Background: an optimization exercise with open tools, aiming at small area, a short achievable clock period and few clock cycles per item. Do not read the settings as production practice. Function was checked by simulation only, so behaviour that the tests miss may differ from the original. Power is estimated from default activity; no workload was simulated.

==> flow/design.v (outline; a module is shown in full before it is edited, if it fits) <==
// module pfbd_fnorm: 31 lines
// module pfbd_fmul: 54 lines
// module pfbd_mul24cs: 781 lines
// module pfbd_fadd: 90 lines
// module pfbd_dot: 305 lines
module pfbd_dot (
    input  wire        clk,
    input  wire        rst,
    input  wire        in_valid,
    output wire        in_ready,
    input  wire [1:0]  in_ntaps,
    input  wire [31:0] in_x_re,
    input  wire [31:0] in_x_im,
    input  wire [31:0] in_h_re,
    input  wire [31:0] in_h_im,
    output wire        out_valid,
    input  wire        out_ready,
    output wire [31:0] out_re,
    output wire [31:0] out_im
);
  // ...
==> flow/run.sh <==
#!/bin/bash
# synth_recipe.tcl (not shown) runs the flow's synth.tcl, then flattens the netlist and writes it again
# the make line also repeats each setting of config.mk as NAME=value (left out here)
make -C /OpenROAD-flow-scripts/flow DESIGN_CONFIG=/design/flow/config.mk WORK_HOME=/design/flow/orfs CLKGATE_MAP_FILE= SYNTH_SCRIPT=/design/flow/synth_recipe.tcl finish
==> flow/config.mk <==
export PLATFORM = sky130hd
export DESIGN_NAME = pfbd_dot
export DESIGN_NICKNAME = pfbd_dot
export VERILOG_FILES = /design/flow/design.v
export SDC_FILE = /design/flow/constraint.sdc
export NUM_CORES = 4
export LEC_CHECK = 0
export CAP_MARGIN = 20
export CORE_MARGIN = 2
export CORE_UTILIZATION = 30
export PLACE_DENSITY = 0.42
export SLEW_MARGIN = 20
==> flow/constraint.sdc <==
create_clock -name core_clock -period 24.0 [get_ports {clk}]
set_input_delay 4.8000 -clock core_clock [delete_from_list [all_inputs] [get_ports {clk}]]
set_output_delay 4.8000 -clock core_clock [all_outputs]
set_load 0.01 [all_outputs]
==> flow_summary_export.csv, run 1 <==
group,metric,value,unit
outcome,status,"no timing/DRC/antenna violations",
yosys,synth.cells.most_frequent,"nand2_1, nor2_1, a21oi_1",
yosys,async_reset_ff_share,0,%
pwr,power_frac_clock,13.6,%
finish,nets,37000,
yosys,yosysWarnings,3,
finish,utilization,33.4,%
yosys,synth_ff_type,"edfxtp_1",
yosys,synth_top_family_by_area,"compound AO/OA/AOI/OAI gates",
clock_tree,numCtsBuffers,529,
pwr,p_int,28300,uW
finish,final_common_cell,"nand2_1",
finish,clk_share,5.06,%
timing,relSlewSlack,16.6,%
yosys,synth_cell_types,108,
route,dr_wl_met3,81.9,mm
finish,clockBufferCount,736,
pwr,totalPowerFinal,59700,uW
floorplan,core,1040000,um2
worst_setup_path,rr_endpoint,"u_add_cre.r_sum[27]",
finish,nFillCells,107000,
yosys,synthAdderAreaFrac,12.0,%
yosys,synthMuxAreaShare,7.18,%
timing,timing.final.crit_share,63.2,%
clock_tree,cts-htree-levels,6,
timing,fin_crit,15160,ps
pwr,p_sw_share,52.5,%
global_routing,grtUsageMet3,3.42,%
clock_tree,postCtsSetupBuffers,0,
route,first_iter_violations,28100,
worst_setup_path,r2r_cells,59,
yosys,synth_seq_area_share,34.7,%
run,cap_violations,0,
global_routing,met1_usage,32.9,%
min_path,hold_class,"reg2reg",
worst_setup_path,path_class,"reg2reg",
route,ant_nets,0,
yosys,synthXorXnorAreaFrac,2.98,%
Testbench counts, summed over its fixed seeds: cycles 18,647, items 1,280.
==> module pfbd_fmul, before the edit <==
module pfbd_fmul (
    input  wire        clk,
    input  wire        a_s, a_z, a_i, a_n,
    input  wire [9:0]  a_e,
    input  wire [23:0] a_m,
    input  wire        b_s, b_z, b_i, b_n,
    input  wire [9:0]  b_e,
    input  wire [23:0] b_m,
    output reg  [31:0] y
);
    wire [47:0] cs_s, cs_c;
    pfbd_mul24cs u_mul (.a(a_m), .b(b_m), .s(cs_s), .c(cs_c));
    wire [10:0] e1 = {a_e[9], a_e} + {b_e[9], b_e} - 11'sd126;
    reg [47:0] r_s, r_c;
    reg [10:0] r_e1;
    reg        r_sy, r_nan, r_inf, r_zero;
    always @(posedge clk) begin
        r_s    <= cs_s;
        r_c    <= cs_c;
        r_e1   <= e1;
        r_sy   <= a_s ^ b_s;
        r_nan  <= a_n || b_n || (a_i && b_z) || (a_z && b_i);
        r_inf  <= a_i || b_i;
        r_zero <= a_z || b_z;
    end
    wire [47:0] prod = r_s + r_c;           
    wire        top  = prod[47];
    wire [47:0] m    = top ? prod : {prod[46:0], 1'b0};
    wire [10:0] e0   = r_e1 - 11'd1;
    wire [10:0] e    = top ? r_e1 : e0;      
    wire        e_pos = !e[10] && (e != 11'd0);
    wire        e_big = !e[10] && (e[9:0] >= 10'd255);
    wire [10:0] sh_full = 11'd1 - e;
    wire [5:0]  sh = e_pos ? 6'd0 : ((sh_full[10:5] != 6'd0) ? 6'd32 : {1'b0, sh_full[4:0]});
    wire [24:0] mt = m[47:23];
    wire [24:0] msh = (sh[5]) ? 25'd0 : (mt >> sh[4:0]);
    wire [24:0] mask = (sh[5]) ? {25{1'b1}} : ~({25{1'b1}} << sh[4:0]);
    wire        sticky = (m[22:0] != 23'd0) || ((mt & mask) != 25'd0);
    wire        inc  = msh[0] && (sticky || msh[1]);
    wire [7:0]  efield = e_pos ? e[7:0] : 8'd0;
    wire [30:0] mag = {efield, msh[23:1]} + {30'd0, inc};
    always @(posedge clk) begin
        if (r_nan)
            y <= 32'h7fc00000;
        else if (r_inf)
            y <= {r_sy, 8'hff, 23'd0};
        else if (r_zero)
            y <= {r_sy, 31'd0};
        else if (e_big)
            y <= {r_sy, 8'hff, 23'd0};
        else
            y <= {r_sy, mag};
    end
endmodule
==> module pfbd_fadd, before the edit <==
module pfbd_fadd (
    input  wire        clk,
    input  wire [31:0] a,
    input  wire [31:0] b,
    output reg  [31:0] y
);
    wire a_emax = (a[30:23] == 8'hff);
    wire b_emax = (b[30:23] == 8'hff);
    wire a_fz   = (a[22:0] == 23'd0);
    wire b_fz   = (b[22:0] == 23'd0);
    wire a_nan  = a_emax && !a_fz;
    wire b_nan  = b_emax && !b_fz;
    wire a_inf  = a_emax && a_fz;
    wire b_inf  = b_emax && b_fz;
    wire        swap = b[30:0] > a[30:0];
    wire [31:0] p = swap ? b : a;
    wire [31:0] q = swap ? a : b;
    wire        p_en = (p[30:23] != 8'd0);
    wire        q_en = (q[30:23] != 8'd0);
    wire [7:0]  ep = {p[30:24], p[23] | !p_en};
    wire [7:0]  eq = {q[30:24], q[23] | !q_en};
    wire [23:0] mp = {p_en, p[22:0]};
    wire [23:0] mq = {q_en, q[22:0]};
    wire [7:0]  d  = ep - eq;
    wire        sub = p[31] ^ q[31];
    wire [26:0] x0 = {mq, 3'b000};
    wire        big = (d[7:5] != 3'd0) || (d[4:0] > 5'd26);
    wire [26:0] x1 = d[0] ? {1'b0,  x0[26:1]}  : x0;
    wire        s1 = d[0] & x0[0];
    wire [26:0] x2 = d[1] ? {2'b0,  x1[26:2]}  : x1;
    wire        s2 = s1 | (d[1] & (x1[1:0] != 0));
    wire [26:0] x3 = d[2] ? {4'b0,  x2[26:4]}  : x2;
    wire        s3 = s2 | (d[2] & (x2[3:0] != 0));
    wire [26:0] x4 = d[3] ? {8'b0,  x3[26:8]}  : x3;
    wire        s4 = s3 | (d[3] & (x3[7:0] != 0));
    wire [26:0] x5 = d[4] ? {16'b0, x4[26:16]} : x4;
    wire        s5 = s4 | (d[4] & (x4[15:0] != 0));
    wire [26:0] xq = big ? {26'd0, (mq != 24'd0)} : {x5[26:1], x5[0] | s5};
    wire [27:0] mpx = {1'b0, mp, 3'b000};
    wire [27:0] sum = sub ? (mpx - {1'b0, xq}) : (mpx + {1'b0, xq});
    reg  [27:0] r_sum;
    reg  [7:0]  r_ep;
    reg         r_sp, r_zs, r_nan, r_inf;
    reg  [31:0] r_infv;
    always @(posedge clk) begin
        r_sum  <= sum;
        r_ep   <= ep;
        r_sp   <= p[31];
        r_zs   <= p[31] & q[31];
        r_nan  <= a_nan || b_nan || (a_inf && b_inf && (a[31] != b[31]));
        r_inf  <= a_inf || b_inf;
        r_infv <= a_inf ? a : b;
    end
    wire [26:0] lim = (r_ep > 8'd27) ? 27'd0 : (27'h4000000 >> (r_ep - 8'd1));
    wire [26:0] t0  = r_sum[26:0];
    wire [26:0] tm  = t0 | lim;
    wire        z16 = (tm[26:11] == 16'd0);
    wire [26:0] u1  = z16 ? {tm[10:0], 16'd0} : tm;
    wire [26:0] v1  = z16 ? {t0[10:0], 16'd0} : t0;
    wire        z8  = (u1[26:19] == 8'd0);
    wire [26:0] u2  = z8 ? {u1[18:0], 8'd0} : u1;
    wire [26:0] v2  = z8 ? {v1[18:0], 8'd0} : v1;
    wire        z4  = (u2[26:23] == 4'd0);
    wire [26:0] u3  = z4 ? {u2[22:0], 4'd0} : u2;
    wire [26:0] v3  = z4 ? {v2[22:0], 4'd0} : v2;
    wire        z2  = (u3[26:25] == 2'd0);
    wire [26:0] u4  = z2 ? {u3[24:0], 2'd0} : u3;
    wire [26:0] v4  = z2 ? {v3[24:0], 2'd0} : v3;
    wire        z1  = !u4[26];
    wire [26:0] v5  = z1 ? {v4[25:0], 1'b0} : v4;
    wire [4:0]  lsh = {z16, z8, z4, z2, z1};
    wire        ovf = r_sum[27];
    wire [26:0] nm  = ovf ? {r_sum[27:2], r_sum[1] | r_sum[0]} : v5;
    wire [8:0]  e   = ovf ? ({1'b0, r_ep} + 9'd1) : ({1'b0, r_ep} - {4'd0, lsh});
    wire [7:0]  efield = nm[26] ? e[7:0] : 8'd0;
    wire        inc = nm[2] && (nm[1] || nm[0] || nm[3]);
    wire [30:0] mag = {efield, nm[25:3]} + {30'd0, inc};
    always @(posedge clk) begin
        if (r_nan)
            y <= 32'h7fc00000;
        else if (r_inf)
            y <= r_infv;
        else if (r_sum == 28'd0)
            y <= {r_zs, 31'd0};
        else if (e >= 9'd255)
            y <= {r_sp, 8'hff, 23'd0};
        else
            y <= {r_sp, mag};
    end
endmodule
==> module pfbd_dot, before the edit <==
module pfbd_dot (
    input  wire        clk,
    input  wire        rst,
    input  wire        in_valid,
    output wire        in_ready,
    input  wire [1:0]  in_ntaps,
    input  wire [31:0] in_x_re,
    input  wire [31:0] in_x_im,
    input  wire [31:0] in_h_re,
    input  wire [31:0] in_h_im,
    output wire        out_valid,
    input  wire        out_ready,
    output wire [31:0] out_re,
    output wire [31:0] out_im
);
    reg        rdy;
    reg  [4:0] pos;           
    reg  [1:0] ncur;          
    reg  [1:0] wp;            
    reg  [2:0] cnt;           
    assign in_ready = rdy;
    wire       acc    = in_valid && rdy;
    wire       first  = (pos == 5'd0);
    wire [1:0] ncode  = first ? in_ntaps : ncur;
    wire [1:0] tcode  = first ? wp : (wp - 2'd1);
    wire       last   = (pos == ((5'd4 << ncode) - 5'd1));
    wire       start  = acc && first;
    reg        i_v;
    reg  [4:0] i_t;
    reg  [1:0] i_n, i_g;
    reg [31:0] i_xr, i_xi, i_hr, i_hi;
    always @(posedge clk) begin
        i_xr <= in_x_re;
        i_xi <= in_x_im;
        i_hr <= in_h_re;
        i_hi <= in_h_im;
        i_t  <= pos;
        i_n  <= ncode;
        i_g  <= tcode;
    end
    reg  [63:0] slot0, slot1, slot2, slot3;
    reg  [3:0]  full;
    reg  [1:0]  rp;
    reg         ov;
    reg  [63:0] oreg;
    assign out_valid = ov;
    assign out_re    = oreg[63:32];
    assign out_im    = oreg[31:0];
    wire        take  = ov && out_ready;
    wire        avail = full[rp];
    wire        load  = avail && (!ov || out_ready);
    reg  [63:0] rsel;
    always @* begin
        case (rp)
            2'd0: rsel = slot0;
            2'd1: rsel = slot1;
            2'd2: rsel = slot2;
            default: rsel = slot3;
        endcase
    end
    wire [4:0] pos_n = acc ? (last ? 5'd0 : pos + 5'd1) : pos;
    wire [2:0] cnt_n = cnt + {2'd0, start} - {2'd0, load};
    always @(posedge clk) begin
        if (rst) begin
            rdy  <= 1'b1;
            pos  <= 5'd0;
            ncur <= 2'd0;
            wp   <= 2'd0;
            cnt  <= 3'd0;
            i_v  <= 1'b0;
            rp   <= 2'd0;
            ov   <= 1'b0;
        end else begin
            rdy  <= (pos_n != 5'd0) || (cnt_n < 3'd4);
            pos  <= pos_n;
            if (start) begin
                ncur <= in_ntaps;
                wp   <= wp + 2'd1;
            end
            cnt  <= cnt_n;
            i_v  <= acc;
            if (load) begin
                rp <= rp + 2'd1;
                ov <= 1'b1;
            end else if (take) begin
                ov <= 1'b0;
            end
        end
        if (load)
            oreg <= rsel;
    end
    wire        xr_s, xr_z, xr_i, xr_n, xi_s, xi_z, xi_i, xi_n;
    wire        hr_s, hr_z, hr_i, hr_n, hi_s, hi_z, hi_i, hi_n;
    wire [9:0]  xr_e, xi_e, hr_e, hi_e;
    wire [23:0] xr_m, xi_m, hr_m, hi_m;
    pfbd_fnorm u_nxr (.v(i_xr), .sgn(xr_s), .zero(xr_z), .inf(xr_i), .nan(xr_n), .e(xr_e), .m(xr_m));
    pfbd_fnorm u_nxi (.v(i_xi), .sgn(xi_s), .zero(xi_z), .inf(xi_i), .nan(xi_n), .e(xi_e), .m(xi_m));
    pfbd_fnorm u_nhr (.v(i_hr), .sgn(hr_s), .zero(hr_z), .inf(hr_i), .nan(hr_n), .e(hr_e), .m(hr_m));
    pfbd_fnorm u_nhi (.v(i_hi), .sgn(hi_s), .zero(hi_z), .inf(hi_i), .nan(hi_n), .e(hi_e), .m(hi_m));
    reg  [37:0] n_xr, n_xi, n_hr, n_hi;    
    reg         n_v;
    reg  [4:0]  n_t;
    reg  [1:0]  n_n, n_g;
    always @(posedge clk) begin
        n_xr <= {xr_s, xr_z, xr_i, xr_n, xr_e, xr_m};
        n_xi <= {xi_s, xi_z, xi_i, xi_n, xi_e, xi_m};
        n_hr <= {hr_s, hr_z, hr_i, hr_n, hr_e, hr_m};
        n_hi <= {hi_s, hi_z, hi_i, hi_n, hi_e, hi_m};
        n_t  <= i_t;
        n_n  <= i_n;
        n_g  <= i_g;
    end
    wire [31:0] m_rr, m_ii, m_ri, m_ir;
    pfbd_fmul u_mul_rr (.clk(clk),
        .a_s(n_xr[37]), .a_z(n_xr[36]), .a_i(n_xr[35]), .a_n(n_xr[34]), .a_e(n_xr[33:24]), .a_m(n_xr[23:0]),
        .b_s(n_hr[37]), .b_z(n_hr[36]), .b_i(n_hr[35]), .b_n(n_hr[34]), .b_e(n_hr[33:24]), .b_m(n_hr[23:0]),
        .y(m_rr));
    pfbd_fmul u_mul_ii (.clk(clk),
        .a_s(n_xi[37]), .a_z(n_xi[36]), .a_i(n_xi[35]), .a_n(n_xi[34]), .a_e(n_xi[33:24]), .a_m(n_xi[23:0]),
        .b_s(n_hi[37]), .b_z(n_hi[36]), .b_i(n_hi[35]), .b_n(n_hi[34]), .b_e(n_hi[33:24]), .b_m(n_hi[23:0]),
        .y(m_ii));
    pfbd_fmul u_mul_ri (.clk(clk),
        .a_s(n_xr[37]), .a_z(n_xr[36]), .a_i(n_xr[35]), .a_n(n_xr[34]), .a_e(n_xr[33:24]), .a_m(n_xr[23:0]),
        .b_s(n_hi[37]), .b_z(n_hi[36]), .b_i(n_hi[35]), .b_n(n_hi[34]), .b_e(n_hi[33:24]), .b_m(n_hi[23:0]),
        .y(m_ri));
    pfbd_fmul u_mul_ir (.clk(clk),
        .a_s(n_xi[37]), .a_z(n_xi[36]), .a_i(n_xi[35]), .a_n(n_xi[34]), .a_e(n_xi[33:24]), .a_m(n_xi[23:0]),
        .b_s(n_hr[37]), .b_z(n_hr[36]), .b_i(n_hr[35]), .b_n(n_hr[34]), .b_e(n_hr[33:24]), .b_m(n_hr[23:0]),
        .y(m_ir));
    reg        m1_v, m2_v;
    reg  [4:0] m1_t, m2_t;
    reg  [1:0] m1_n, m2_n, m1_g, m2_g;
    always @(posedge clk) begin
        m1_t <= n_t;  m2_t <= m1_t;
        m1_n <= n_n;  m2_n <= m1_n;
        m1_g <= n_g;  m2_g <= m1_g;
    end
    wire [31:0] p_re, p_im;
    pfbd_fadd u_add_pre (.clk(clk), .a(m_rr), .b({~m_ii[31], m_ii[30:0]}), .y(p_re));
    pfbd_fadd u_add_pim (.clk(clk), .a(m_ri), .b(m_ir), .y(p_im));
    reg        q1_v, p_v;
    reg  [4:0] q1_t, p_t;
    reg  [1:0] q1_n, p_n, q1_g, p_g;
    always @(posedge clk) begin
        q1_t <= m2_t;  p_t <= q1_t;
        q1_n <= m2_n;  p_n <= q1_n;
        q1_g <= m2_g;  p_g <= q1_g;
    end
    wire [63:0] p = {p_re, p_im};
    reg  [16*64-1:0] d1;
    always @(posedge clk)
        if (p_v) d1 <= {d1[15*64-1:0], p};
    reg  [63:0] d1_tap;
    always @* begin
        case (p_n)
            2'd0: d1_tap = d1[1*64 +: 64];
            2'd1: d1_tap = d1[3*64 +: 64];
            2'd2: d1_tap = d1[7*64 +: 64];
            default: d1_tap = d1[15*64 +: 64];
        endcase
    end
    wire [4:0] p_half = 5'd2 << p_n;                 
    wire       a_go   = p_v && (p_t >= p_half);
    wire [3:0] a_i    = p_t[3:0] - p_half[3:0];     
    wire [31:0] a_re, a_im;
    pfbd_fadd u_add_are (.clk(clk), .a(d1_tap[63:32]), .b(p_re), .y(a_re));
    pfbd_fadd u_add_aim (.clk(clk), .a(d1_tap[31:0]),  .b(p_im), .y(a_im));
    reg        a1_v, v1_v;
    reg  [3:0] a1_i, v1_i;
    reg  [1:0] a1_n, v1_n, a1_g, v1_g;
    always @(posedge clk) begin
        a1_i <= a_i;  v1_i <= a1_i;
        a1_n <= p_n;  v1_n <= a1_n;
        a1_g <= p_g;  v1_g <= a1_g;
    end
    wire [63:0] v1 = {a_re, a_im};
    reg  [8*64-1:0] d2;
    always @(posedge clk)
        if (v1_v) d2 <= {d2[7*64-1:0], v1};
    reg  [63:0] d2_tap;
    always @* begin
        case (v1_n)
            2'd0: d2_tap = d2[0*64 +: 64];
            2'd1: d2_tap = d2[1*64 +: 64];
            2'd2: d2_tap = d2[3*64 +: 64];
            default: d2_tap = d2[7*64 +: 64];
        endcase
    end
    wire [3:0] v1_q   = 4'd1 << v1_n;                
    wire       b_go   = v1_v && (v1_i >= v1_q);
    wire [2:0] b_i    = v1_i[2:0] - v1_q[2:0];       
    wire [31:0] b_re, b_im;
    pfbd_fadd u_add_bre (.clk(clk), .a(d2_tap[63:32]), .b(v1[63:32]), .y(b_re));
    pfbd_fadd u_add_bim (.clk(clk), .a(d2_tap[31:0]),  .b(v1[31:0]),  .y(b_im));
    reg        b1_v, v2_v;
    reg  [2:0] b1_i, v2_i;
    reg  [1:0] b1_n, v2_n, b1_g, v2_g;
    always @(posedge clk) begin
        b1_i <= b_i;  v2_i <= b1_i;
        b1_n <= v1_n; v2_n <= b1_n;
        b1_g <= v1_g; v2_g <= b1_g;
    end
    wire [63:0] v2 = {b_re, b_im};
    wire        v2_fin = v2_v && (v2_n == 2'd0);      
    wire        v2_up  = v2_v && (v2_n != 2'd0);
    wire [31:0] c_re, c_im;
    wire [63:0] c_y = {c_re, c_im};
    reg        c1_v, c_v;
    reg  [1:0] c1_l, c_l, c1_i, c_i, c1_n, c_n, c1_g, c_g;
    wire        c_fin = c_v && ({1'b0, c_l} + 3'd1 == {1'b0, c_n});
    wire        c_up  = c_v && !c_fin;
    reg  [4*64-1:0] d3;
    reg  [2*64-1:0] d4;
    reg  [63:0]     d5;
    always @(posedge clk) begin
        if (v2_up) d3 <= {d3[3*64-1:0], v2};
        if (c_up && c_l == 2'd0) d4 <= {d4[63:0], c_y};
        if (c_up && c_l == 2'd1) d5 <= c_y;
    end
    reg  [63:0] d3_tap;
    always @* begin
        case (v2_n)
            2'd1: d3_tap = d3[0*64 +: 64];
            2'd2: d3_tap = d3[1*64 +: 64];
            default: d3_tap = d3[3*64 +: 64];
        endcase
    end
    wire [63:0] d4_tap = (c_n == 2'd2) ? d4[63:0] : d4[127:64];
    wire [2:0] v2_e  = 3'd1 << (v2_n - 2'd1);         
    wire       cb    = v2_up && (v2_i >= v2_e);
    wire [1:0] cb_i  = v2_i[1:0] - v2_e[1:0];
    wire [1:0] c_h   = (c_l == 2'd0) ? ((c_n == 2'd3) ? 2'd2 : 2'd1) : 2'd1;    
    wire       cc    = c_up && (c_i >= c_h);
    wire [1:0] cc_i  = c_i - c_h;
    wire [63:0] cc_a = (c_l == 2'd0) ? d4_tap : d5;
    reg         h_v;
    reg  [127:0] h_op;
    reg  [1:0]  h_l, h_i, h_n, h_g;
    reg         s_v;
    reg  [127:0] s_op;
    reg  [1:0]  s_l, s_i, s_n, s_g;
    reg         nh_v;
    reg  [127:0] nh_op;
    reg  [1:0]  nh_l, nh_i, nh_n, nh_g;
    always @* begin
        s_v = 1'b0; s_op = {cc_a, c_y}; s_l = c_l + 2'd1; s_i = cc_i; s_n = c_n; s_g = c_g;
        nh_v = 1'b0; nh_op = {d3_tap, v2}; nh_l = 2'd0; nh_i = cb_i; nh_n = v2_n; nh_g = v2_g;
        if (h_v) begin
            s_v = 1'b1; s_op = h_op; s_l = h_l; s_i = h_i; s_n = h_n; s_g = h_g;
            if (cc) begin
                nh_v = 1'b1; nh_op = {cc_a, c_y}; nh_l = c_l + 2'd1; nh_i = cc_i; nh_n = c_n; nh_g = c_g;
            end else if (cb) begin
                nh_v = 1'b1;
            end
        end else if (cc) begin
            s_v = 1'b1;
            nh_v = cb;
        end else if (cb) begin
            s_v = 1'b1; s_op = {d3_tap, v2}; s_l = 2'd0; s_i = cb_i; s_n = v2_n; s_g = v2_g;
        end
    end
    pfbd_fadd u_add_cre (.clk(clk), .a(s_op[127:96]), .b(s_op[63:32]), .y(c_re));
    pfbd_fadd u_add_cim (.clk(clk), .a(s_op[95:64]),  .b(s_op[31:0]),  .y(c_im));
    always @(posedge clk) begin
        c1_l <= s_l;  c_l <= c1_l;
        c1_i <= s_i;  c_i <= c1_i;
        c1_n <= s_n;  c_n <= c1_n;
        c1_g <= s_g;  c_g <= c1_g;
        h_op <= nh_op;
        h_l  <= nh_l;
        h_i  <= nh_i;
        h_n  <= nh_n;
        h_g  <= nh_g;
    end
    wire [3:0] fin_b = v2_fin ? (4'd1 << v2_g) : 4'd0;
    wire [3:0] fin_c = c_fin  ? (4'd1 << c_g)  : 4'd0;
    wire [3:0] ld    = load ? (4'd1 << rp) : 4'd0;
    always @(posedge clk) begin
        if (fin_b[0]) slot0 <= v2; else if (fin_c[0]) slot0 <= c_y;
        if (fin_b[1]) slot1 <= v2; else if (fin_c[1]) slot1 <= c_y;
        if (fin_b[2]) slot2 <= v2; else if (fin_c[2]) slot2 <= c_y;
        if (fin_b[3]) slot3 <= v2; else if (fin_c[3]) slot3 <= c_y;
    end
    always @(posedge clk) begin
        if (rst) begin
            n_v  <= 1'b0;
            m1_v <= 1'b0; m2_v <= 1'b0;
            q1_v <= 1'b0; p_v  <= 1'b0;
            a1_v <= 1'b0; v1_v <= 1'b0;
            b1_v <= 1'b0; v2_v <= 1'b0;
            c1_v <= 1'b0; c_v  <= 1'b0;
            h_v  <= 1'b0;
            full <= 4'd0;
        end else begin
            n_v  <= i_v;
            m1_v <= n_v;  m2_v <= m1_v;
            q1_v <= m2_v; p_v  <= q1_v;
            a1_v <= a_go; v1_v <= a1_v;
            b1_v <= b_go; v2_v <= b1_v;
            c1_v <= s_v;  c_v  <= c1_v;
            h_v  <= nh_v;
            full <= (full & ~ld) | fin_b | fin_c;
        end
    end
endmodule
==> run 2: changes to the inputs <==
--- a/flow/design.v
+++ b/flow/design.v
@@ -55,31 +55,45 @@
         r_zero <= a_z || b_z;
     end
-    wire [47:0] prod = r_s + r_c;           
-    wire        top  = prod[47];
+    wire [47:0] prod;
+    wire        prod_co;
+    pfbd_pfx_add #(48) u_cpa (.a(r_s), .b(r_c), .ci(1'b0), .y(prod), .co(prod_co));
+    wire        top  = prod[47];             
     wire [47:0] m    = top ? prod : {prod[46:0], 1'b0};
-    wire [10:0] e0   = r_e1 - 11'd1;
-    wire [10:0] e    = top ? r_e1 : e0;      
+    wire [10:0] e    = top ? r_e1 : (r_e1 - 11'd1);    
     wire        e_pos = !e[10] && (e != 11'd0);
-    wire        e_big = !e[10] && (e[9:0] >= 10'd255);
     wire [10:0] sh_full = 11'd1 - e;
     wire [5:0]  sh = e_pos ? 6'd0 : ((sh_full[10:5] != 6'd0) ? 6'd32 : {1'b0, sh_full[4:0]});
-    wire [24:0] mt = m[47:23];
-    wire [24:0] msh = (sh[5]) ? 25'd0 : (mt >> sh[4:0]);
-    wire [24:0] mask = (sh[5]) ? {25{1'b1}} : ~({25{1'b1}} << sh[4:0]);
-    wire        sticky = (m[22:0] != 23'd0) || ((mt & mask) != 25'd0);
+    reg  [24:0] q_mt;                        
+    reg         q_stl;                       
+    reg  [5:0]  q_sh;
+    reg  [7:0]  q_ef;
+    reg         q_big, q_sy, q_nan, q_inf, q_zero;
+    always @(posedge clk) begin
+        q_mt   <= m[47:23];
+        q_stl  <= (m[22:0] != 23'd0);
+        q_sh   <= sh;
+        q_ef   <= e_pos ? e[7:0] : 8'd0;
+        q_big  <= !e[10] && (e[9:0] >= 10'd255);
+        q_sy   <= r_sy;
+        q_nan  <= r_nan;
+        q_inf  <= r_inf;
+        q_zero <= r_zero;
+    end
+    wire [24:0] msh  = q_sh[5] ? 25'd0 : (q_mt >> q_sh[4:0]);
+    wire [24:0] mask = q_sh[5] ? {25{1'b1}} : ~({25{1'b1}} << q_sh[4:0]);
+    wire        sticky = q_stl || ((q_mt & mask) != 25'd0);
     wire        inc  = msh[0] && (sticky || msh[1]);
-    wire [7:0]  efield = e_pos ? e[7:0] : 8'd0;
-    wire [30:0] mag = {efield, msh[23:1]} + {30'd0, inc};
+    wire [30:0] mag  = {q_ef, msh[23:1]} + {30'd0, inc};
     always @(posedge clk) begin
-        if (r_nan)
+        if (q_nan)
             y <= 32'h7fc00000;
-        else if (r_inf)
-            y <= {r_sy, 8'hff, 23'd0};
-        else if (r_zero)
-            y <= {r_sy, 31'd0};
-        else if (e_big)
-            y <= {r_sy, 8'hff, 23'd0};
+        else if (q_inf)
+            y <= {q_sy, 8'hff, 23'd0};
+        else if (q_zero)
+            y <= {q_sy, 31'd0};
+        else if (q_big)
+            y <= {q_sy, 8'hff, 23'd0};
         else
-            y <= {r_sy, mag};
+            y <= {q_sy, mag};
     end
 endmodule
@@ -879,15 +893,20 @@
     wire a_inf  = a_emax && a_fz;
     wire b_inf  = b_emax && b_fz;
+    wire        a_en = (a[30:23] != 8'd0);
+    wire        b_en = (b[30:23] != 8'd0);
+    wire [7:0]  ea = {a[30:24], a[23] | !a_en};
+    wire [7:0]  eb = {b[30:24], b[23] | !b_en};
+    wire [23:0] ma = {a_en, a[22:0]};
+    wire [23:0] mb = {b_en, b[22:0]};
+    wire [8:0]  dab = {1'b0, ea} - {1'b0, eb};
+    wire [7:0]  dba = eb - ea;
+    wire        eswap = dab[8];                  
+    wire [7:0]  d   = eswap ? dba : dab[7:0];
+    wire [7:0]  ep  = eswap ? eb : ea;
+    wire [23:0] mhi = eswap ? mb : ma;
+    wire [23:0] mq  = eswap ? ma : mb;
     wire        swap = b[30:0] > a[30:0];
-    wire [31:0] p = swap ? b : a;
-    wire [31:0] q = swap ? a : b;
-    wire        p_en = (p[30:23] != 8'd0);
-    wire        q_en = (q[30:23] != 8'd0);
-    wire [7:0]  ep = {p[30:24], p[23] | !p_en};
-    wire [7:0]  eq = {q[30:24], q[23] | !q_en};
-    wire [23:0] mp = {p_en, p[22:0]};
-    wire [23:0] mq = {q_en, q[22:0]};
-    wire [7:0]  d  = ep - eq;
-    wire        sub = p[31] ^ q[31];
+    wire        sp   = swap ? b[31] : a[31];
+    wire        sub  = a[31] ^ b[31];
     wire [26:0] x0 = {mq, 3'b000};
     wire        big = (d[7:5] != 3'd0) || (d[4:0] > 5'd26);
@@ -903,54 +922,98 @@
     wire        s5 = s4 | (d[4] & (x4[15:0] != 0));
     wire [26:0] xq = big ? {26'd0, (mq != 24'd0)} : {x5[26:1], x5[0] | s5};
-    wire [27:0] mpx = {1'b0, mp, 3'b000};
-    wire [27:0] sum = sub ? (mpx - {1'b0, xq}) : (mpx + {1'b0, xq});
-    reg  [27:0] r_sum;
-    reg  [7:0]  r_ep;
-    reg         r_sp, r_zs, r_nan, r_inf;
-    reg  [31:0] r_infv;
+    wire        flip = (d == 8'd0) && (swap != eswap);
+    reg  [26:0] r1_x, r1_y;
+    reg  [7:0]  r1_ep;
+    reg         r1_sub, r1_sp, r1_zs, r1_nan, r1_inf, r1_infs;
+    always @(posedge clk) begin
+        r1_x    <= flip ? xq : {mhi, 3'b000};
+        r1_y    <= flip ? {mhi, 3'b000} : xq;
+        r1_ep   <= ep;
+        r1_sub  <= sub;
+        r1_sp   <= sp;
+        r1_zs   <= a[31] & b[31];
+        r1_nan  <= a_nan || b_nan || (a_inf && b_inf && (a[31] != b[31]));
+        r1_inf  <= a_inf || b_inf;
+        r1_infs <= a_inf ? a[31] : b[31];
+    end
+    wire [27:0] sum;
+    wire        sum_co;
+    pfbd_pfx_add #(28) u_sum (.a({1'b0, r1_x}), .b({1'b0, r1_y} ^ {28{r1_sub}}),
+                              .ci(r1_sub), .y(sum), .co(sum_co));
+    reg  [4:0] lz;
+    integer k;
+    always @* begin
+        lz = 5'd27;
+        for (k = 0; k < 27; k = k + 1)
+            if (sum[k]) lz = 5'd26 - k[4:0];
+    end
+    reg  [27:0] r2_sum;
+    reg  [4:0]  r2_lz;
+    reg  [7:0]  r2_ep;
+    reg         r2_sp, r2_zs, r2_nan, r2_inf, r2_infs;
     always @(posedge clk) begin
-        r_sum  <= sum;
-        r_ep   <= ep;
-        r_sp   <= p[31];
-        r_zs   <= p[31] & q[31];
-        r_nan  <= a_nan || b_nan || (a_inf && b_inf && (a[31] != b[31]));
-        r_inf  <= a_inf || b_inf;
-        r_infv <= a_inf ? a : b;
-    end
-    wire [26:0] lim = (r_ep > 8'd27) ? 27'd0 : (27'h4000000 >> (r_ep - 8'd1));
-    wire [26:0] t0  = r_sum[26:0];
-    wire [26:0] tm  = t0 | lim;
-    wire        z16 = (tm[26:11] == 16'd0);
-    wire [26:0] u1  = z16 ? {tm[10:0], 16'd0} : tm;
-    wire [26:0] v1  = z16 ? {t0[10:0], 16'd0} : t0;
-    wire        z8  = (u1[26:19] == 8'd0);
-    wire [26:0] u2  = z8 ? {u1[18:0], 8'd0} : u1;
-    wire [26:0] v2  = z8 ? {v1[18:0], 8'd0} : v1;
-    wire        z4  = (u2[26:23] == 4'd0);
-    wire [26:0] u3  = z4 ? {u2[22:0], 4'd0} : u2;
-    wire [26:0] v3  = z4 ? {v2[22:0], 4'd0} : v2;
-    wire        z2  = (u3[26:25] == 2'd0);
-    wire [26:0] u4  = z2 ? {u3[24:0], 2'd0} : u3;
-    wire [26:0] v4  = z2 ? {v3[24:0], 2'd0} : v3;
-    wire        z1  = !u4[26];
-    wire [26:0] v5  = z1 ? {v4[25:0], 1'b0} : v4;
-    wire [4:0]  lsh = {z16, z8, z4, z2, z1};
-    wire        ovf = r_sum[27];
-    wire [26:0] nm  = ovf ? {r_sum[27:2], r_sum[1] | r_sum[0]} : v5;
-    wire [8:0]  e   = ovf ? ({1'b0, r_ep} + 9'd1) : ({1'b0, r_ep} - {4'd0, lsh});
+        r2_sum  <= sum;
+        r2_lz   <= lz;
+        r2_ep   <= r1_ep;
+        r2_sp   <= r1_sp;
+        r2_zs   <= r1_zs;
+        r2_nan  <= r1_nan;
+        r2_inf  <= r1_inf;
+        r2_infs <= r1_infs;
+    end
+    wire [7:0]  epm1 = r2_ep - 8'd1;
+    wire [4:0]  lsh  = ({3'd0, r2_lz} < r2_ep) ? r2_lz : epm1[4:0];
+    wire [26:0] t0 = r2_sum[26:0];
+    wire [26:0] t1 = lsh[4] ? {t0[10:0], 16'd0} : t0;
+    wire [26:0] t2 = lsh[3] ? {t1[18:0], 8'd0}  : t1;
+    wire [26:0] t3 = lsh[2] ? {t2[22:0], 4'd0}  : t2;
+    wire [26:0] t4 = lsh[1] ? {t3[24:0], 2'd0}  : t3;
+    wire [26:0] t5 = lsh[0] ? {t4[25:0], 1'b0}  : t4;
+    wire        ovf = r2_sum[27];
+    wire [26:0] nm  = ovf ? {r2_sum[27:2], r2_sum[1] | r2_sum[0]} : t5;
+    wire [8:0]  e   = ovf ? ({1'b0, r2_ep} + 9'd1) : ({1'b0, r2_ep} - {4'd0, lsh});
     wire [7:0]  efield = nm[26] ? e[7:0] : 8'd0;
     wire        inc = nm[2] && (nm[1] || nm[0] || nm[3]);
     wire [30:0] mag = {efield, nm[25:3]} + {30'd0, inc};
     always @(posedge clk) begin
-        if (r_nan)
+        if (r2_nan)
             y <= 32'h7fc00000;
-        else if (r_inf)
-            y <= r_infv;
-        else if (r_sum == 28'd0)
-            y <= {r_zs, 31'd0};
+        else if (r2_inf)
+            y <= {r2_infs, 8'hff, 23'd0};
+        else if (r2_sum == 28'd0)
+            y <= {r2_zs, 31'd0};
         else if (e >= 9'd255)
-            y <= {r_sp, 8'hff, 23'd0};
+            y <= {r2_sp, 8'hff, 23'd0};
         else
-            y <= {r_sp, mag};
+            y <= {r2_sp, mag};
+    end
+endmodule
+module pfbd_pfx_add #(parameter W = 28) (
+    input  wire [W-1:0] a,
+    input  wire [W-1:0] b,
+    input  wire         ci,
+    output reg  [W-1:0] y,
+    output reg          co
+);
+    reg [W:0] g, p, gn, pn, p0;
+    integer l, i, j;
+    always @* begin
+        g  = {a & b, ci};
+        p0 = {a ^ b, 1'b0};
+        p  = p0;
+        for (l = 0; (1 << l) <= W; l = l + 1) begin
+            gn = g;
+            pn = p;
+            for (i = 0; i <= W; i = i + 1)
+                if ((i >> l) & 1) begin
+                    j = ((i >> l) << l) - 1;
+                    gn[i] = g[i] | (p[i] & g[j]);
+                    pn[i] = p[i] & p[j];
+                end
+            g = gn;
+            p = pn;
+        end
+        y  = p0[W:1] ^ g[W-1:0];
+        co = g[W];
     end
 endmodule
@@ -1084,22 +1147,22 @@
         .b_s(n_hr[37]), .b_z(n_hr[36]), .b_i(n_hr[35]), .b_n(n_hr[34]), .b_e(n_hr[33:24]), .b_m(n_hr[23:0]),
         .y(m_ir));
-    reg        m1_v, m2_v;
-    reg  [4:0] m1_t, m2_t;
-    reg  [1:0] m1_n, m2_n, m1_g, m2_g;
+    reg        m1_v, m2_v, m3_v;
+    reg  [4:0] m1_t, m2_t, m3_t;
+    reg  [1:0] m1_n, m2_n, m3_n, m1_g, m2_g, m3_g;
     always @(posedge clk) begin
-        m1_t <= n_t;  m2_t <= m1_t;
-        m1_n <= n_n;  m2_n <= m1_n;
-        m1_g <= n_g;  m2_g <= m1_g;
+        m1_t <= n_t;  m2_t <= m1_t;  m3_t <= m2_t;
+        m1_n <= n_n;  m2_n <= m1_n;  m3_n <= m2_n;
+        m1_g <= n_g;  m2_g <= m1_g;  m3_g <= m2_g;
     end
     wire [31:0] p_re, p_im;
     pfbd_fadd u_add_pre (.clk(clk), .a(m_rr), .b({~m_ii[31], m_ii[30:0]}), .y(p_re));
     pfbd_fadd u_add_pim (.clk(clk), .a(m_ri), .b(m_ir), .y(p_im));
-    reg        q1_v, p_v;
-    reg  [4:0] q1_t, p_t;
-    reg  [1:0] q1_n, p_n, q1_g, p_g;
+    reg        q1_v, q2_v, p_v;
+    reg  [4:0] q1_t, q2_t, p_t;
+    reg  [1:0] q1_n, q2_n, p_n, q1_g, q2_g, p_g;
     always @(posedge clk) begin
-        q1_t <= m2_t;  p_t <= q1_t;
-        q1_n <= m2_n;  p_n <= q1_n;
-        q1_g <= m2_g;  p_g <= q1_g;
+        q1_t <= m3_t;  q2_t <= q1_t;  p_t <= q2_t;
+        q1_n <= m3_n;  q2_n <= q1_n;  p_n <= q2_n;
+        q1_g <= m3_g;  q2_g <= q1_g;  p_g <= q2_g;
     end
     wire [63:0] p = {p_re, p_im};
@@ -1122,11 +1185,11 @@
     pfbd_fadd u_add_are (.clk(clk), .a(d1_tap[63:32]), .b(p_re), .y(a_re));
     pfbd_fadd u_add_aim (.clk(clk), .a(d1_tap[31:0]),  .b(p_im), .y(a_im));
-    reg        a1_v, v1_v;
-    reg  [3:0] a1_i, v1_i;
-    reg  [1:0] a1_n, v1_n, a1_g, v1_g;
+    reg        a1_v, a2_v, v1_v;
+    reg  [3:0] a1_i, a2_i, v1_i;
+    reg  [1:0] a1_n, a2_n, v1_n, a1_g, a2_g, v1_g;
     always @(posedge clk) begin
-        a1_i <= a_i;  v1_i <= a1_i;
-        a1_n <= p_n;  v1_n <= a1_n;
-        a1_g <= p_g;  v1_g <= a1_g;
+        a1_i <= a_i;  a2_i <= a1_i;  v1_i <= a2_i;
+        a1_n <= p_n;  a2_n <= a1_n;  v1_n <= a2_n;
+        a1_g <= p_g;  a2_g <= a1_g;  v1_g <= a2_g;
     end
     wire [63:0] v1 = {a_re, a_im};
@@ -1149,11 +1212,11 @@
     pfbd_fadd u_add_bre (.clk(clk), .a(d2_tap[63:32]), .b(v1[63:32]), .y(b_re));
     pfbd_fadd u_add_bim (.clk(clk), .a(d2_tap[31:0]),  .b(v1[31:0]),  .y(b_im));
-    reg        b1_v, v2_v;
-    reg  [2:0] b1_i, v2_i;
-    reg  [1:0] b1_n, v2_n, b1_g, v2_g;
+    reg        b1_v, b2_v, v2_v;
+    reg  [2:0] b1_i, b2_i, v2_i;
+    reg  [1:0] b1_n, b2_n, v2_n, b1_g, b2_g, v2_g;
     always @(posedge clk) begin
-        b1_i <= b_i;  v2_i <= b1_i;
-        b1_n <= v1_n; v2_n <= b1_n;
-        b1_g <= v1_g; v2_g <= b1_g;
+        b1_i <= b_i;  b2_i <= b1_i;  v2_i <= b2_i;
+        b1_n <= v1_n; b2_n <= b1_n;  v2_n <= b2_n;
+        b1_g <= v1_g; b2_g <= b1_g;  v2_g <= b2_g;
     end
     wire [63:0] v2 = {b_re, b_im};
@@ -1162,6 +1225,6 @@
     wire [31:0] c_re, c_im;
     wire [63:0] c_y = {c_re, c_im};
-    reg        c1_v, c_v;
-    reg  [1:0] c1_l, c_l, c1_i, c_i, c1_n, c_n, c1_g, c_g;
+    reg        c1_v, c2_v, c_v;
+    reg  [1:0] c1_l, c2_l, c_l, c1_i, c2_i, c_i, c1_n, c2_n, c_n, c1_g, c2_g, c_g;
     wire        c_fin = c_v && ({1'b0, c_l} + 3'd1 == {1'b0, c_n});
     wire        c_up  = c_v && !c_fin;
@@ -1219,8 +1282,8 @@
     pfbd_fadd u_add_cim (.clk(clk), .a(s_op[95:64]),  .b(s_op[31:0]),  .y(c_im));
     always @(posedge clk) begin
-        c1_l <= s_l;  c_l <= c1_l;
-        c1_i <= s_i;  c_i <= c1_i;
-        c1_n <= s_n;  c_n <= c1_n;
-        c1_g <= s_g;  c_g <= c1_g;
+        c1_l <= s_l;  c2_l <= c1_l;  c_l <= c2_l;
+        c1_i <= s_i;  c2_i <= c1_i;  c_i <= c2_i;
+        c1_n <= s_n;  c2_n <= c1_n;  c_n <= c2_n;
+        c1_g <= s_g;  c2_g <= c1_g;  c_g <= c2_g;
         h_op <= nh_op;
         h_l  <= nh_l;
@@ -1241,18 +1304,18 @@
         if (rst) begin
             n_v  <= 1'b0;
-            m1_v <= 1'b0; m2_v <= 1'b0;
-            q1_v <= 1'b0; p_v  <= 1'b0;
-            a1_v <= 1'b0; v1_v <= 1'b0;
-            b1_v <= 1'b0; v2_v <= 1'b0;
-            c1_v <= 1'b0; c_v  <= 1'b0;
+            m1_v <= 1'b0; m2_v <= 1'b0; m3_v <= 1'b0;
+            q1_v <= 1'b0; q2_v <= 1'b0; p_v  <= 1'b0;
+            a1_v <= 1'b0; a2_v <= 1'b0; v1_v <= 1'b0;
+            b1_v <= 1'b0; b2_v <= 1'b0; v2_v <= 1'b0;
+            c1_v <= 1'b0; c2_v <= 1'b0; c_v  <= 1'b0;
             h_v  <= 1'b0;
             full <= 4'd0;
         end else begin
             n_v  <= i_v;
-            m1_v <= n_v;  m2_v <= m1_v;
-            q1_v <= m2_v; p_v  <= q1_v;
-            a1_v <= a_go; v1_v <= a1_v;
-            b1_v <= b_go; v2_v <= b1_v;
-            c1_v <= s_v;  c_v  <= c1_v;
+            m1_v <= n_v;  m2_v <= m1_v;  m3_v <= m2_v;
+            q1_v <= m3_v; q2_v <= q1_v;  p_v  <= q2_v;
+            a1_v <= a_go; a2_v <= a1_v;  v1_v <= a2_v;
+            b1_v <= b_go; b2_v <= b1_v;  v2_v <= b2_v;
+            c1_v <= s_v;  c2_v <= c1_v;  c_v  <= c2_v;
             h_v  <= nh_v;
             full <= (full & ~ld) | fin_b | fin_c;
==> flow_summary_export.csv, run 2 <==
group,metric,value,unit
yosys,syn-instance-count,33600,
timing,setup-violations-final,0,
route,wl_per_cell,25.2,um
global_routing,grt_overflow,0,
pwr,p_sw_share,47.8,%
yosys,yosysWarnings,5,
worst_setup_path,cp-start-kind,"flip-flop",
worst_setup_path,critPathCaptureType,"flip-flop",
route,first_iter_violations,25300,
finish,nFillCells,105000,
pwr,power_frac_clock,17.9,%
timing,fin_setup_tns,0,ps
floorplan,core,1030000,um2
finish,final_common_cell,"nand2_1",
pwr,ir_drop,124,uV
route,vias,256000,
route,ant_nets,0,
pwr,p_seq_share,25.3,%
worst_setup_path,cp.arrival,11600,ps
outcome,status,"no timing/DRC/antenna violations",
pwr,powerDensity,144,nW/um2
pwr,power.leakage,0.132,uW
yosys,ys_top_cells_by_area,"edfxtp_1, dfxtp_1, fa_1, mux2i_1, ha_1",
global_routing,grt_pass1_wl,1720,mm
yosys,ys_ff_latch,4807,
yosys,synth.cells.most_frequent,"nand2_1, nor2_1, a21oi_1",
timing,timing.final.crit_share,44.4,%
timing,clock_skew,103,ps
timing,relSlewSlack,5.15,%
finish,largest_reg_flops,1024,
clock_tree,worstSkewPairLatency,1150,ps
worst_setup_path,cpMaxStageDelayCell,"a211oi_1",
finish,largest-register,"d1",
timing,fin_crit,10650,ps
worst_setup_path,cpMostUsedCell,"buf_4",
yosys,synthSimpleGateAreaFrac,13.5,%
clock_tree,clockBufferDepth,5,
finish,multi_input_area,175000,um2
finish,nets,34700,
placed_design,port_buffers,199,
yosys,yosysTopAreaCellShare,22.3,%
pwr,pwr-share-comb,56.8,%
worst_setup_path,path_class,"reg2reg",
clock_tree,numCtsBuffers,581,
route,via_per_inst,5.47,
min_path,hold_class,"reg2reg",
floorplan,dieArea,1040000,um2
floorplan,fp.dieH,1.02,mm
placed_design,gp_congestion,0.892,
global_routing,antenna_found_initial,96,
finish,seqCellArea,120000,um2
yosys,synth_compound_area_share,18.4,%
route,drc,0,
yosys,synth_top_family_by_area,"compound AO/OA/AOI/OAI gates",
worst_setup_path,slowest_delay,850,ps
finish,stdcell_area,346000,um2
yosys,synth_ff_type,"dfxtp_1",
run,cap_violations,0,
finish,reg.largest.list,"d1 (1024), d2 (512), d3 (256)",
yosys,synthMuxAreaShare,8.48,%
clock_tree,cts-htree-levels,6,
yosys,synthXorXnorAreaFrac,3.52,%
timing,slew_violations,0,
yosys,synthAdderAreaFrac,12.1,%
pwr,netSwitchingPower,23900,uW
clock_tree,cts_tree,"built",
finish,syn_to_final_growth,11.3,%
yosys,async_reset_ff_share,0,%
clock_tree,cts_num_sinks,4807,
yosys,yosys.area.top_type,"edfxtp_1",
pwr,p_int,26000,uW
global_routing,grt_pass1_vias,245000,
worst_setup_path,path_max_fanout,56,
timing,rsz0062_at_grt,"no",
yosys,synth_area_per_cell,9.25,um2
timing,fin_hold_ws,279,ps
timing,finalHoldViolCount,0,
global_routing,grt_usage,21.6,%
worst_setup_path,required,24950,ps
global_routing,grt_max_degree,195,
floorplan,dieWidth,1.02,mm
floorplan,io_pins,200,
route,firstDrtPassIters,7,
clock_tree,cts_hold_buffers,0,
clock_tree,postCtsSetupBuffers,0,
placed_design,placed_cell_area,326000,um2
route,drt-total-wl,1180,mm
timing,max_freq,93.9,MHz
yosys,netlist_area,311000,um2
timing,worst_pin_slew,1420,ps
floorplan,initial_core_util,30.1,%
yosys,synthMostInstantiatedCell,"nand2_1",
yosys,synth_edf_count,2304,
clock_tree,clk_pin_slew_worst_paths,60,ps
floorplan,num_rows,373,
placed_design,hpwl,857,mm
clock_tree,ctsResizeCount,0,
clock_tree,cts_root_buffer,"clkbuf_16",
yosys,synth_cell_types,130,
yosys,synth_seq_area_share,38.4,%
finish,layout-drive-gt1-share,8.60,%
finish,layout_common_cells,"nand2_1, nor2_1, a21oi_1",
## run 2: changes by cell type after synthesis, moves of 315 or more
cell and change:
a21oi_1 -350, clkbuf_1 -420, nand2_1 -671, o21ai_0 -428, mux2i_1 +363, dfxtp_1 +562
xor2_1 +315
## run 2: cells by family after synthesis
kind of cell	after synthesis
other cells	1
xor+xnor	1245
buf+inv	4537
simple gates	9271
fa+ha+maj	2427
compound gates	9087
flops	4807
mux	2225
## run 2: final timing paths
check / startpoint / to / slack (ps) / depth (start not counted)
setup / recovery: c_l[0] / u_add_cim.r1_y[9] / 13350 / 34
hold / removal: q2_t[2] / p_t[2] / 280 / 0
setup reg to reg: c_l[0] / u_add_cim.r1_y[9] / 13350 / 34
hold reg to reg: q2_t[2] / p_t[2] / 280 / 0
## run 2: layout make-up
| type | count | area share [%] |
|---|---|---|
| Timing Repair Buffer | 826 | 1.98 |
| Sequential cell | 4807 | 34.6 |
| Clock inverter | 298 | 0.995 |
| Multi-Input combinational cell | 24300 | 50.6 |
| Tap cell | 13700 | 4.95 |
| Antenna cell | 170 | 0.123 |
| Inverter | 1926 | 2.09 |
| Clock buffer | 762 | 4.63 |
## run 2: critical path, delay by kind of cell (launching register included)
family,cells,cell delay [ps]
buffers and inverters,7,1800
AO/OA/AOI/OAI,7,2240
AND/OR/NAND/NOR,12,3390
flip-flops,1,450
multiplexers,2,810
XOR/XNOR,1,170
adder cells (fa/ha/maj),5,1540
## run 2: metal layers
layer  global-route usage (%)  routed length, um  up-vias
met2                     33.3             514000     8966
met5                        0                111        -
met4                     7.27              43100       16
li1                         -                  -   119000
met3                     3.43              77000     1650
met1                     30.8             544000   126000
## run 2: metrics by stage
stage	utilization [%]	std cells	worst slack [ps]	total power (uW)
final	33.5	46800	13350	49900
after CTS	33.5	46600	13190	50100
after global placement	31.6	45500	13260	40800
after detailed placement	31.6	45500	13290	40800
after global routing	33.5	46700	12540	53700
after floorplan	-	33600	3240	30800
## run 2: power by group through the flow
stage | combinational (uW) | sequential (uW) | clock, uW
floorplan | 19500 | 11400 | 0
global placement | 28000 | 12800 | 0
detailed placement | 28100 | 12700 | 0
CTS | 28300 | 12600 | 9250
global route | 31400 | 12800 | 9560
finish | 28300 | 12600 | 8950
Testbench counts of run 2, summed over its fixed seeds: cycles 19,029, items 1,280.

==> separate check: timing with driven ports <==
The flow's constraints put no driver on any port. The routed layouts listed below were extracted and timed again, unchanged, in two steps.
Step 1, drivers: a clkbuf_16 drives clk and a buf_2 each remaining input, both assumed.
Step 2 moves the port delays by t, midway between the first and last clock arrival at a register: inputs arrive t later, outputs are due t later. That takes back most of the time a late clock gives input paths.
a / b / c = ideal ports / drivers / drivers and shift; a / b = the first two.
run | shift t [ns] | setup slack, ns | hold slack, ns
run 1 | 1.212 | 8.841 / 8.841 / 8.841 | 0.252 / 0.252 / 0.252
run 2 | 1.240 | 13.351 / 13.351 / 13.351 | 0.279 / 0.279 / 0.279
After both steps setup and hold are still met in every run listed.
